Source: an optimization exercise on an open RTL-to-GDS flow (aim: small area, a short achievable clock period and few clock cycles). Production flows keep margins and buffers that such runs may drop.
RTL that was checked went through simulation tests only; none was proved equivalent to the original.
The RTL of run 1 was laid out without a check of its function.
Power and IR drop assume default switching activity.

## flow/run.sh

```bash
#!/bin/bash
# synth_recipe.tcl (not shown) runs the flow's synth.tcl, then flattens the netlist and writes it again
# the make line also repeats each setting of config.mk as NAME=value (left out here)
make -C /OpenROAD-flow-scripts/flow DESIGN_CONFIG=/design/flow/config.mk WORK_HOME=/design/flow/orfs CLKGATE_MAP_FILE= SYNTH_SCRIPT=/design/flow/synth_recipe.tcl finish
```

## flow/config.mk

```make
export PLATFORM = sky130hd
export DESIGN_NAME = pdk_engine
export DESIGN_NICKNAME = pdk_engine
export VERILOG_FILES = /design/flow/design.v
export SDC_FILE = /design/flow/constraint.sdc
export NUM_CORES = 4
export LEC_CHECK = 0
export CAP_MARGIN = 20
export CORE_MARGIN = 2
export CORE_UTILIZATION = 55
export PLACE_DENSITY = 0.7
export SETUP_SLACK_MARGIN = 5
export SLEW_MARGIN = 20
```

## flow/constraint.sdc

```tcl
create_clock -name core_clock -period 8.0 [get_ports {clk}]
set_input_delay 1.6000 -clock core_clock [delete_from_list [all_inputs] [get_ports {clk}]]
set_output_delay 1.6000 -clock core_clock [all_outputs]
set_load 0.01 [all_outputs]
```

## flow/design.v

```verilog
module pdk_engine (
    input  wire        clk,
    input  wire        rst,
    output wire [9:0]  imem_addr,
    input  wire [15:0] imem_rdata,
    output reg         io_we,
    output reg  [3:0]  io_waddr,
    output wire [7:0]  io_wdata,
    output reg         halted,
    output reg  [2:0]  fault_code,
    output reg         fault_write,
    output reg  [15:0] fault_info,
    output wire [15:0] pc_o,
    output wire [15:0] acc_o,
    output wire [7:0]  sp_o,
    output wire [7:0]  flags_o,
    output wire [31:0] cycles_o
);
    localparam F_INSN  = 3'd1;
    localparam F_DATA  = 3'd2;
    localparam F_IO    = 3'd3;
    localparam F_OPC   = 3'd5;
    localparam F_STACK = 3'd6;
    reg [15:0]  pc;       
    reg [15:0]  ir;
    reg         irv;      
    reg         irk;      
    reg         uop2;     
    reg [9:0]   fa;       
    reg         rv;       
    reg [15:0]  acc;
    reg [31:0]  ticks;
    reg [7:0]   spm1;     
    reg [5:0]   ra;       
    reg [511:0] dm;       
    reg [127:0] io;       
    reg d_ldi, d_sta, d_lda, d_out, d_in, d_push, d_pop;
    reg d_jmp, d_call, d_ret, d_dec, d_skz, d_ill, d_dbad, d_iobad, d_sfault;
    reg sp_push_bad, sp_pop_bad, sp_call_bad, sp_ret_bad;
    wire [7:0] sp    = io[23:16];
    wire [7:0] flags = io[7:0];
    assign imem_addr = fa;
    assign pc_o      = pc;
    assign acc_o     = acc;
    assign sp_o      = sp;
    assign flags_o   = flags;
    assign cycles_o  = ticks;
    assign io_wdata  = acc[7:0];
    wire [15:0] w    = imem_rdata;
    wire [3:0]  wop  = w[15:12];
    wire        whi0 = (w[11:8] == 4'd0);
    wire        wlo0 = (w[7:0] == 8'd0);
    wire        w_nop  = (wop == 4'h0) && whi0 && wlo0;
    wire        w_ldi  = (wop == 4'h1) && whi0;
    wire        w_sta  = (wop == 4'h2) && whi0;
    wire        w_lda  = (wop == 4'h3) && whi0;
    wire        w_out  = (wop == 4'h4) && whi0;
    wire        w_in   = (wop == 4'h5) && whi0;
    wire        w_push = (wop == 4'h6) && whi0 && wlo0;
    wire        w_pop  = (wop == 4'h7) && whi0 && wlo0;
    wire        w_jmp  = (wop == 4'h8);
    wire        w_call = (wop == 4'h9);
    wire        w_ret  = (wop == 4'hA) && whi0 && wlo0;
    wire        w_dec  = (wop == 4'hB) && whi0 && wlo0;
    wire        w_skz  = (wop == 4'hC) && whi0 && wlo0;
    wire        w_legal = w_nop | w_ldi | w_sta | w_lda | w_out | w_in | w_push |
                          w_pop | w_jmp | w_call | w_ret | w_dec | w_skz;
    wire [7:0] a = ir[7:0];
    wire f_insn  = (pc[15:10] != 6'd0);
    wire f_stack = (d_push && sp_push_bad) || (d_pop && sp_pop_bad) ||
                   (d_call && sp_call_bad) || (d_ret && sp_ret_bad);
    wire fault   = f_insn | d_sfault | f_stack;
    wire ex    = irv && !halted;
    wire exk   = ex && irk;                   
    wire ex2   = ex && !irk && uop2;          
    wire ex1   = ex && !irk && !uop2;         
    wire go1   = ex1 && !fault;               
    wire accz  = (acc == 16'd0);
    wire skip  = go1 && d_skz && accz;
    wire [15:0] next  = pc + 16'd1;
    wire [7:0]  dm_rdata = dm[8*ra +: 8];
    wire        dm_we    = ex1 && (d_sta || d_push || d_call) || ex2 && d_call;
    wire [5:0]  dm_waddr = d_sta ? a[5:0] : sp[5:0];
    wire [7:0]  dm_wdata = d_call ? (uop2 ? next[15:8] : next[7:0]) : acc[7:0];
    wire [7:0]  dm_wd    = rst ? 8'd0 : dm_wdata;
    wire [7:0]  io_rdata = io[8*a[3:0] +: 8];
    wire        io_wr    = go1 && d_out;
    wire        sp_wr    = io_wr && a[3:0] == 4'd2;
    wire        sp_inc   = go1 && (d_push || d_call) || ex2 && d_call;
    wire        sp_dec   = go1 && (d_pop || d_ret) || ex2 && d_ret;
    wire done  = exk || go1 && !(d_jmp || d_call || d_ret) || ex2 && !d_ret;
    wire load  = !halted && (!irv || done);
    wire redir = load && rv && !skip && (wop == 4'h8 || wop == 4'h9);
    genvar g;
    generate
        for (g = 0; g < 64; g = g + 1) begin : g_dm
            always @(posedge clk)
                if (rst || (dm_we && dm_waddr == g))
                    dm[8*g +: 8] <= dm_wd;
        end
        for (g = 0; g < 16; g = g + 1) begin : g_io
            if (g == 2) begin : g_sp
                always @(posedge clk)
                    if (rst)
                        io[8*g +: 8] <= 8'd0;
                    else if (sp_wr)
                        io[8*g +: 8] <= acc[7:0];
                    else if (sp_inc)
                        io[8*g +: 8] <= sp + 8'd1;
                    else if (sp_dec)
                        io[8*g +: 8] <= spm1;
            end else begin : g_b
                always @(posedge clk)
                    if (rst || (io_wr && a[3:0] == g))
                        io[8*g +: 8] <= rst ? 8'd0 : acc[7:0];
            end
        end
    endgenerate
    always @(posedge clk) begin
        io_waddr <= a[3:0];
        if (rst) begin
            pc          <= 16'd0;
            irv         <= 1'b0;
            irk         <= 1'b0;
            uop2        <= 1'b0;
            fa          <= 10'd0;
            rv          <= 1'b0;
            acc         <= 16'd0;
            ticks       <= 32'd0;
            spm1        <= 8'hFF;
            ra          <= 6'h3F;
            sp_push_bad <= 1'b0;
            sp_pop_bad  <= 1'b1;
            sp_call_bad <= 1'b0;
            sp_ret_bad  <= 1'b1;
            halted      <= 1'b0;
            io_we       <= 1'b0;
            fault_code  <= 3'd0;
            fault_write <= 1'b0;
            fault_info  <= 16'd0;
        end else begin
            io_we <= io_wr;
            if (ex)
                ticks <= ticks + 32'd1;
            if (ex1 && fault) begin
                halted      <= 1'b1;
                fault_code  <= f_insn  ? F_INSN :
                               d_ill   ? F_OPC :
                               d_dbad  ? F_DATA :
                               d_iobad ? F_IO : F_STACK;
                fault_write <= !f_insn && d_dbad && d_sta;
                fault_info  <= f_insn ? pc :
                               d_ill  ? ir :
                               f_stack && !d_dbad && !d_iobad ? {8'd0, sp} : {8'd0, a};
            end
            if (load ? w_lda : d_lda)
                ra <= load ? w[5:0] : a[5:0];
            else if (sp_wr)
                ra <= acc[5:0] - 6'd1;
            else if (sp_inc)
                ra <= sp[5:0];
            else if (sp_dec)
                ra <= spm1[5:0] - 6'd1;
            else
                ra <= spm1[5:0];
            if (sp_wr) begin
                spm1        <= acc[7:0] - 8'd1;
                sp_push_bad <= acc[7:0] >= 8'd63;
                sp_pop_bad  <= acc[7:0] == 8'd0 || acc[7:0] >= 8'd65;
                sp_call_bad <= acc[7:0] >= 8'd62;
                sp_ret_bad  <= acc[7:0] < 8'd2 || acc[7:0] >= 8'd65;
            end else if (sp_inc) begin
                spm1        <= sp;
                sp_push_bad <= sp >= 8'd62;
                sp_pop_bad  <= sp >= 8'd64;
                sp_call_bad <= sp >= 8'd61;
                sp_ret_bad  <= sp == 8'd0 || sp >= 8'd64;
            end else if (sp_dec) begin
                spm1        <= spm1 - 8'd1;
                sp_push_bad <= spm1 >= 8'd63;
                sp_pop_bad  <= spm1 == 8'd0 || spm1 >= 8'd65;
                sp_call_bad <= spm1 >= 8'd62;
                sp_ret_bad  <= spm1 < 8'd2 || spm1 >= 8'd65;
            end
            if (exk || go1 && !(d_jmp || d_call || d_ret))
                pc <= next;
            else if (go1 && d_ret)
                pc[15:8] <= dm_rdata;
            else if (ex2 && d_ret)
                pc[7:0] <= dm_rdata;
            else if (ex2)
                pc <= {4'd0, ir[11:0]};
            if (go1) begin
                if (d_ldi)
                    acc <= {8'd0, a};
                if (d_lda || d_pop)
                    acc <= {8'd0, dm_rdata};
                if (d_in)
                    acc <= {8'd0, io_rdata};
                if (d_dec)
                    acc <= acc - 16'd1;
            end
            if (go1 && (d_jmp || d_call || d_ret))
                uop2 <= 1'b1;
            else if (ex2)
                uop2 <= 1'b0;
            if (load) begin
                irv <= rv;
                irk <= skip;
            end else if (ex2 && d_ret) begin
                irv <= 1'b0;
            end
            if (ex2 && d_ret) begin
                fa <= {pc[9:8], dm_rdata};
                rv <= 1'b0;
            end else if (redir) begin
                fa <= w[9:0];
                rv <= 1'b0;
            end else begin
                fa <= fa + 10'd1;
                rv <= 1'b1;
            end
        end
    end
    always @(posedge clk) begin
        if (!rst && load) begin
            ir      <= w;
            d_ldi   <= w_ldi;
            d_sta   <= w_sta;
            d_lda   <= w_lda;
            d_out   <= w_out;
            d_in    <= w_in;
            d_push  <= w_push;
            d_pop   <= w_pop;
            d_jmp   <= w_jmp;
            d_call  <= w_call;
            d_ret   <= w_ret;
            d_dec   <= w_dec;
            d_skz   <= w_skz;
            d_ill   <= !w_legal;
            d_dbad  <= (w_sta || w_lda) && (w[7:6] != 2'd0);
            d_iobad <= (w_out || w_in) && (w[7:4] != 4'd0);
            d_sfault <= !w_legal || (w_sta || w_lda) && (w[7:6] != 2'd0) ||
                        (w_out || w_in) && (w[7:4] != 4'd0);
        end
    end
endmodule
```

==> flow_summary.yaml, run 1 <==
synth:
  syn_nets: 2290
  synth_top_area_share_pct: 58.5
  synth_edf_count: 664
  async_flop_share_pct: 0
  synth-main-ff-cell: "edfxtp_1"
  ys_seq_elements: 794
  syn_area_per_cell_um2: 15.1
  yosysUniqueCellTypes: 83
  synthesis.area_um2: 34100
  synth_area_leader_cell: "edfxtp_1"
  yosys-top-cells-area: "edfxtp_1 58%, mux4_2 12%, dfxtp_1 7.6%"
  ys_seq_area_share_pct: 66.1
  syn_inst: 2254
  yosysWarnings: 1
pwr:
  vdd_drop_max_mv: 0.231
  p_seq_share_pct: 50.4
  p_sw_share_pct: 23.4
  pwr-share-clk_pct: 40.4
  p_leak_nw: 14.9
  intPower_w: 0.00721
  p_switching_w: 0.00221
  powerDensity_nw_per_um2: 234
  comb_power_share_pct: 9.3
clock_network:
  cts_made_buffers: 82
  clock_latency_ns: 0.63
  clk_pin_slew_ns: 0.06
  cts_sinks: 794
  cts_tree: "yes"
  clk_path_buf_depth: 3
  htree_levels: 3
  root_buffer: "clkbuf_16"
  ctsHoldBuffers: 0
timing:
  layout_setup_ws_ns: 4.90
  hold-worst-slack_ns: 0.450
  finalSetupViolCount: 0
  rsz0062_at_grt: "yes"
  fin_tns_setup_ns: 0
  min_period_ns: 3.10
  hold_viol_final: 0
  final_max_slew_viol_count: 0
  tightestPinTransition_ns: 1.09
  fmax_mhz: 322
  clock_skew_ns: 0.0160
  slew_headroom_pct: 26.8
  min_period_over_period_pct: 38.8
detailed_routing:
  drc: 0
  routedWlPerCell_um: 29.0
  ant_nets: 0
  drt-total-wl_mm: 95.5
  drtIter0Drc: 3112
  drt-pass1-iter-count: 7
  via_count: 22008
  via_per_inst: 6.67
setup_path:
  worst-setup-path-type: "in2reg"
  r2r_start: "ir[1]$_DFFE_PP_"
  critPathBufInv: 4
  slowest_delay_ns: 0.40
  slowest_stage: "buf_6"
  ff2ff_path_depth: 8
  crit_family: "buffers and inverters"
  cp.required_ns: 8.34
  crit_chain: "buf_6 > inv_2 > buf_12 > o21ai_0 > buf_4"
  startpoint: "rst"
  start_kind: "input pin"
  reg2reg_to: "dm[309]$_DFFE_PP_"
  arrival_ns: 3.44
  r2r_slack_ns: 4.97
  worstPathMaxFanout: 80
  cp-end-kind: "flop"
global_route:
  groute.usage.overall_pct: 29.9
  overflow: 0
  grt_pass1_wl_mm: 140
  grt_max_degree: 84
  grt_pass1_vias: 21203
  antenna_found_initial: 5
floorplan:
  io_pins: 142
  coreArea_um2: 61500
  die-area_um2: 64000
  start_util_pct: 55.5
  die_x_um: 253
  row_count: 91
  die_height_um: 253
run:
  cap_violations: 0
place:
  dp_hpwl_mm: 58.8
  pre_cts_slack_ns: 3.67
  gp_congestion: 0.952
  io_buffer_count: 141
  dpl.cell_count: 3082
min_path:
  worstHoldStart: "fault_write$_SDFFE_PP0P_"
  hold-path-cell-count: 2
  min-delay-path-class: "reg2reg"
  hold_end: "fault_write$_SDFFE_PP0P_"
finish:
  areaGrowthSynthToFinish_pct: 17.9
  nets: 2476
  layout.cells.non_filler: 3299
  drive_above_1_share_pct: 24.2
  final_util_pct: 65.4
  n_antenna_cell: 0
status:
  status: "complete, no violations"
==> cells in the final DEF (no fill, tap or decap), drive strengths merged, types with 74 or more instances in the layout <==
cell type / instances
buf: 128
mux4: 186
dfxtp: 130
o21ai: 74
edfxtp: 664
nand2: 175
dlygate4sd2: 118
a21oi: 85
clkbuf: 118
nor2: 178
==> Yosys cell counts (15+ instances only) <==
| cell | number |
|---|---|
| a211oi_1 | 27 |
| a21oi_1 | 85 |
| a31oi_1 | 21 |
| buf_2 | 28 |
| buf_4 | 34 |
| clkbuf_1 | 94 |
| dfxtp_1 | 130 |
| edfxtp_1 | 664 |
| ha_1 | 18 |
| inv_1 | 31 |
| mux2i_1 | 36 |
| mux4_2 | 186 |
| nand2_1 | 175 |
| nand2b_1 | 15 |
| nand3_1 | 42 |
| nor2_1 | 178 |
| nor2b_1 | 23 |
| nor3_1 | 35 |
| o21ai_0 | 69 |
| o22ai_1 | 16 |
| o31ai_1 | 36 |
| or3_1 | 23 |
| xnor2_1 | 28 |
| xor2_1 | 29 |
==> worst min-delay path: stages, from the launching register on <==
cell and delay, ns:
dfxtp_1 0.30, nand2_1 0.05, a21oi_1 0.05
==> area by class of cell <==
class,instances,area [um^2]
well taps,790,988
inverters,34,135
clock inverters,40,408
fillers,4236,21300
clock buffers,113,2250
flip-flops and latches,794,22700
multi-input cells,1258,11200
repair buffers,270,2570
==> stage by stage <==
| step | power [W] | cell area, um^2 |
|---|---|---|
| 2_1_floorplan | 0.00530 | 34200 |
| 3_3_place_gp | 0.00558 | 36300 |
| 3_5_place_dp | 0.00561 | 36400 |
| 4_1_cts | 0.00942 | 39800 |
| 5_1_grt | 0.00965 | 40200 |
| 6_report | 0.00941 | 40200 |
==> repair_timing <==
action / in CTS / in global routing
endpoints found under the setup margin: 1140 / 640
gates resized for setup: 268 / 64
setup buffers: 45 / 13
cloned: 4 / 2
pin swaps: 4 / 8
==> cells by family (layout without fill, tap and decap cells) <==
family                     after synthesis  after routing  synth area share, %
adders and majority gates               18             18                0.660
xor gates and xnor gates                57             57                 1.46
AOI/OAI and AO/OA                      360            360                 7.14
and+or+nand+nor                        588            589                 8.19
buffers and inverters                  203            457                 2.73
muxes                                  234            234                 13.7
DFF                                    794            794                 66.1
==> how the worst max path moves through the flow <==
| stage | end | slack [ns] | depth (start not counted) |
|---|---|---|---|
| after CTS | fa[0]$_SDFF_PP0_ | 4.88 | 8 |
| after floorplan | io[100]$_DFFE_PP_ | 4.86 | 7 |
| final | io[45]$_DFFE_PP_ | 4.90 | 5 |
| after global routing | io[45]$_DFFE_PP_ | 4.86 | 5 |
| after detailed placement | pc[12]$_SDFFE_PP0P_ | 3.67 | 7 |
| after global placement | pc[12]$_SDFFE_PP0P_ | 3.68 | 7 |
==> power by group through the flow <==
stage	Sequential, W	Clock, W	Combinational, W
after detailed placement	0.00485	0	0.000753
final	0.00474	0.00380	0.000874
after floorplan	0.00479	0	0.000507
after global placement	0.00484	0	0.000740
after CTS	0.00474	0.00384	0.000835
after global routing	0.00475	0.00398	0.000916
==> registers in the layout, summed over array words and instances (netlist names), 3 cells and up <==
signal,count
spm1,8
ticks,32
io,128
acc,16
fa,10
ir,16
fault_code,3
dm,512
pc,16
ra,6
fault_info,16
io_waddr,4
==> layer usage <==
layer	share of wire, %	routed length, um	GRT usage (%)	up-vias
met5	0.060	57	0	-
met4	4.3	4100	12.5	8
met3	10	9690	5.92	268
met2	47	44500	45.9	1379
met1	39	37200	42.3	11139
li1	-	-	-	9214
==> run 2, diff against run 1 <==
--- a/flow/design.v
+++ b/flow/design.v
@@ -7,3 +7,3 @@
     output reg  [3:0]  io_waddr,
-    output wire [7:0]  io_wdata,
+    output reg  [7:0]  io_wdata,
     output reg         halted,
@@ -33,3 +33,2 @@
     reg [7:0]   spm1;     
-    reg [5:0]   ra;       
     reg [511:0] dm;       
@@ -47,3 +46,2 @@
     assign cycles_o  = ticks;
-    assign io_wdata  = acc[7:0];
     wire [15:0] w    = imem_rdata;
@@ -80,3 +78,4 @@
     wire [15:0] next  = pc + 16'd1;
-    wire [7:0]  dm_rdata = dm[8*ra +: 8];
+    wire [5:0]  dm_raddr = d_lda ? a[5:0] : spm1[5:0];
+    wire [7:0]  dm_rdata = dm[8*dm_raddr +: 8];
     wire        dm_we    = ex1 && (d_sta || d_push || d_call) || ex2 && d_call;
@@ -120,2 +119,3 @@
         io_waddr <= a[3:0];
+        io_wdata <= acc[7:0];
         if (rst) begin
@@ -130,3 +130,2 @@
             spm1        <= 8'hFF;
-            ra          <= 6'h3F;
             sp_push_bad <= 1'b0;
@@ -155,12 +154,2 @@
             end
-            if (load ? w_lda : d_lda)
-                ra <= load ? w[5:0] : a[5:0];
-            else if (sp_wr)
-                ra <= acc[5:0] - 6'd1;
-            else if (sp_inc)
-                ra <= sp[5:0];
-            else if (sp_dec)
-                ra <= spm1[5:0] - 6'd1;
-            else
-                ra <= spm1[5:0];
             if (sp_wr) begin
--- a/flow/config.mk
+++ b/flow/config.mk
@@ -7,6 +7,7 @@
 export LEC_CHECK = 0
+export ABC_CLOCK_PERIOD_IN_PS = 3000
 export CAP_MARGIN = 20
 export CORE_MARGIN = 2
-export CORE_UTILIZATION = 55
-export PLACE_DENSITY = 0.7
+export CORE_UTILIZATION = 40
+export PLACE_DENSITY = 0.6
 export SETUP_SLACK_MARGIN = 5
==> flow_summary.yaml, run 2 <==
setup_path:
  cp.required_ns: 8.55
  crit_chain: "buf_12 > buf_4 > mux2i_2 > buf_8 > o21ai_2 > a31oi_1 > nand4_1 > nand4_1 > nor4_4 > buf_4 > buf_12 > nand2b_4 > a21oi_2"
  cp-end-kind: "flop"
  slowest_delay_ns: 0.44
  crit_family: "buffers and inverters"
  start_kind: "flop"
  worst-setup-path-type: "reg2reg"
  critPathBufInv: 5
  slowest_stage: "edfxtp_1"
  worstPathMaxFanout: 23
  arrival_ns: 3.70
floorplan:
  start_util_pct: 40.3
  die_height_um: 297
  die_x_um: 297
  io_pins: 142
  die-area_um2: 88200
  row_count: 107
  coreArea_um2: 85100
finish:
  final_cell_mix: "664 x edfxtp_1, 425 x nand2_1, 170 x nor2_1, 143 x nand3_1, 121 x dlygate4sd2_1"
  nets: 2888
  fill_cells: 7402
  top_regs: "dm (512), io (128), ticks (32)"
  areaGrowthSynthToFinish_pct: 21.1
  ff_latch_area_um2: 22700
  largest_reg_flops: 512
  drive_above_1_share_pct: 17.3
  final_common_cell: "edfxtp_1"
  multi_input_area_um2: 11600
  top_register: "dm"
detailed_routing:
  drtIter0Drc: 2886
  drc: 0
  routedWlPerCell_um: 27.0
  via_per_inst: 5.95
  ant_nets: 0
  drt-total-wl_mm: 110
  via_count: 24163
  drt-pass1-iter-count: 6
clock_network:
  clock_latency_ns: 0.64
  root_buffer: "clkbuf_16"
  cts_tree: "yes"
  clk_pin_slew_ns: 0.06
  ctsHoldBuffers: 0
  clk_path_buf_depth: 3
  cts_made_buffers: 83
  htree_levels: 3
  cts_sinks: 796
timing:
  slew_headroom_pct: 26.1
  clock_skew_ns: 0.0272
  final_max_slew_viol_count: 0
  min_period_ns: 3.15
  rsz0062_at_grt: "yes"
  tightestPinTransition_ns: 1.10
  min_period_over_period_pct: 39.4
  hold_viol_final: 0
  fin_tns_setup_ns: 0
  fmax_mhz: 317
  finalSetupViolCount: 0
pwr:
  powerDensity_nw_per_um2: 230
  p_leak_nw: 15.7
  p_sw_share_pct: 25.0
  p_switching_w: 0.00240
  comb_power_share_pct: 11.7
  vdd_drop_max_mv: 0.153
  intPower_w: 0.00719
  p_seq_share_pct: 49.5
  p_total_w: 0.00959
  pwr-share-clk_pct: 38.7
synth:
  synth-main-ff-cell: "edfxtp_1"
  async_flop_share_pct: 0
  synth.most_common_cell: "edfxtp_1"
  syn_nets: 2707
  synth_top_area_share_pct: 58.0
  synthesis.area_um2: 34400
  synth-compound-area-share_pct: 8.54
  yosysUniqueCellTypes: 81
  synthAdderAreaFrac_pct: 0.656
  syn_inst: 2671
  yosys-top-cells-area: "edfxtp_1 58%, dfxtp_1 7.7%, nand2_1 4.7%"
  ys_seq_elements: 796
  yosys.area_share.simple_pct: 13.4
  synth_common_cells: "664 x edfxtp_1, 430 x nand2_1, 185 x nor2_1"
  synth_area_leader_cell: "edfxtp_1"
  yosysWarnings: 1
  yosys-mux-area-fraction_pct: 7.08
  synthXorXnorAreaFrac_pct: 1.68
  syn_area_per_cell_um2: 12.9
  ys_seq_area_share_pct: 65.7
  synth_edf_count: 664
  synth_top_family_by_area: "simple AND/OR/NAND/NOR gates"
min_path:
  min-delay-path-class: "reg2reg"
global_route:
  antenna_found_initial: 0
  groute.usage.overall_pct: 24.0
  grt_pass1_vias: 22962
  grt_max_degree: 78
  overflow: 0
  grt_pass1_wl_mm: 158
place:
  io_buffer_count: 141
  dp_hpwl_mm: 61.8
  gp_congestion: 0.892
run:
  cap_violations: 0
status:
  status: "complete, no violations"
==> run 2: cell types whose count changed after synthesis, moves of 19 or more <==
cell,before,now
nand2_1,175,430
mux4_2,186,60
o21bai_1,1,22
buf_2,28,47
a21o_1,12,64
a32oi_1,5,39
o31ai_1,36,6
mux2i_1,36,95
nand4_1,14,53
nand3_1,42,148
==> run 2: worst reg2reg max path, stage by stage (launching register included) <==
cell and delay, ns:
edfxtp_1 0.44, buf_12 0.18, buf_4 0.18, mux2i_2 0.24, buf_8 0.31, o21ai_2 0.22, a31oi_1 0.19, nand4_1 0.31
nand4_1 0.37, nor4_4 0.05, buf_4 0.18, buf_12 0.14, nand2b_4 0.13, a21oi_2 0.13
==> run 2: power by group through the flow <==
stage	registers (W)	logic [W]	clock network [W]
after detailed placement	0.00484	0.000854	0
after global placement	0.00484	0.000844	0
after global routing	0.00476	0.00117	0.00391
after floorplan	0.00481	0.000554	0
after CTS	0.00475	0.00103	0.00375
final	0.00475	0.00113	0.00371
==> run 2: repair_timing <==
item	4_1_cts	5_1_grt
resized for setup	309	109
setup endpoints to repair	1089	575
setup buffers	51	27
cloned	21	5
pin swaps	17	47
==> run 2: cells by family (layout without fill, tap and decap cells) <==
kind of cell | after synthesis | after routing
other | 0 | 1
adders and majority gates | 18 | 18
DFF | 796 | 796
and+or+nand+nor | 996 | 997
buffers and inverters | 210 | 451
AOI/OAI and AO/OA | 422 | 422
xor gates and xnor gates | 66 | 66
muxes | 163 | 165
==> run 2: stage by stage <==
stage,cell area (um^2),worst slack [ns],hold WS [ns],utilization (%),cells
after CTS,40800,4.84,0.468,47.9,4027
after floorplan,34500,5.01,0.343,-,2671
after detailed placement,36700,3.47,0.415,43.1,3807
after global routing,41600,4.80,0.477,48.9,4059
after global placement,36700,3.55,0.404,43.1,3807
final,41600,4.85,0.466,48.9,4060
==> run 2: area by class of cell <==
cell class                      instances  share of cell area, %
Antenna cell                            1                0.00601
Clock buffer                          109                   5.38
Clock inverter                         39                  0.770
Inverter                               20                  0.180
Multi-Input combinational cell       1668                   27.8
Sequential cell                       796                   54.6
Tap cell                             1144                   3.44
Timing Repair Buffer                  283                   7.86
==> run 2: worst paths after layout <==
path                            start                       end  slack [ns]  cells after the start
max                   d_lda$_DFFE_PP_          fa[5]$_SDFF_PP0_        4.85                     13
min          fault_write$_SDFFE_PP0P_  fault_write$_SDFFE_PP0P_        0.47                      2
max reg2reg           d_lda$_DFFE_PP_          fa[5]$_SDFF_PP0_        4.85                     13
min reg2reg  fault_write$_SDFFE_PP0P_  fault_write$_SDFFE_PP0P_        0.47                      2
==> run 2: routing by layer <==
layer	vias to the layer above	GRT usage [%]	part of all wire [%]
met3	255	4.71	9.0
met2	1261	37.3	46
met5	-	0	0
met4	0	10.5	4.3
li1	10404	-	-
met1	12243	32.7	41
Testbench counts of run 2, summed over its fixed seeds: cycles 43,778.

[afterwards: timing with drivers on the ports]
The results above use ideal ports. As a check the final layouts listed here were re-extracted and re-timed, cells and wires unchanged.
Step 1 (the two cells are an assumption about what drives the block):
set clk [get_ports {clk}]
set_driving_cell -lib_cell sky130_fd_sc_hd__clkbuf_16 $clk
set_driving_cell -lib_cell sky130_fd_sc_hd__buf_2 [delete_from_list [all_inputs] $clk]
Step 2 moves the port delays by t, midway between the first and last clock arrival at a register: inputs arrive t later, outputs are due t later. That takes back most of the time a late clock gives input paths.
Slacks: ideal / step 1 / step 2; pairs: ideal / step 1.
run	shift t [ns]	setup WS [ns]	worst register clock-pin slew, ns	worst data-port slew with drivers (ns)
run 1	0.694	4.895 / 4.920 / 4.226	0.06 / 0.06	0.04
run 2	0.691	4.847 / 4.847 / 4.382	0.07 / 0.07	0.06
After both steps setup and hold are still met in every run listed. The setup slack of run 1, which loses most, moves by +0.025 ns with the drivers and by -0.669 ns with both steps.
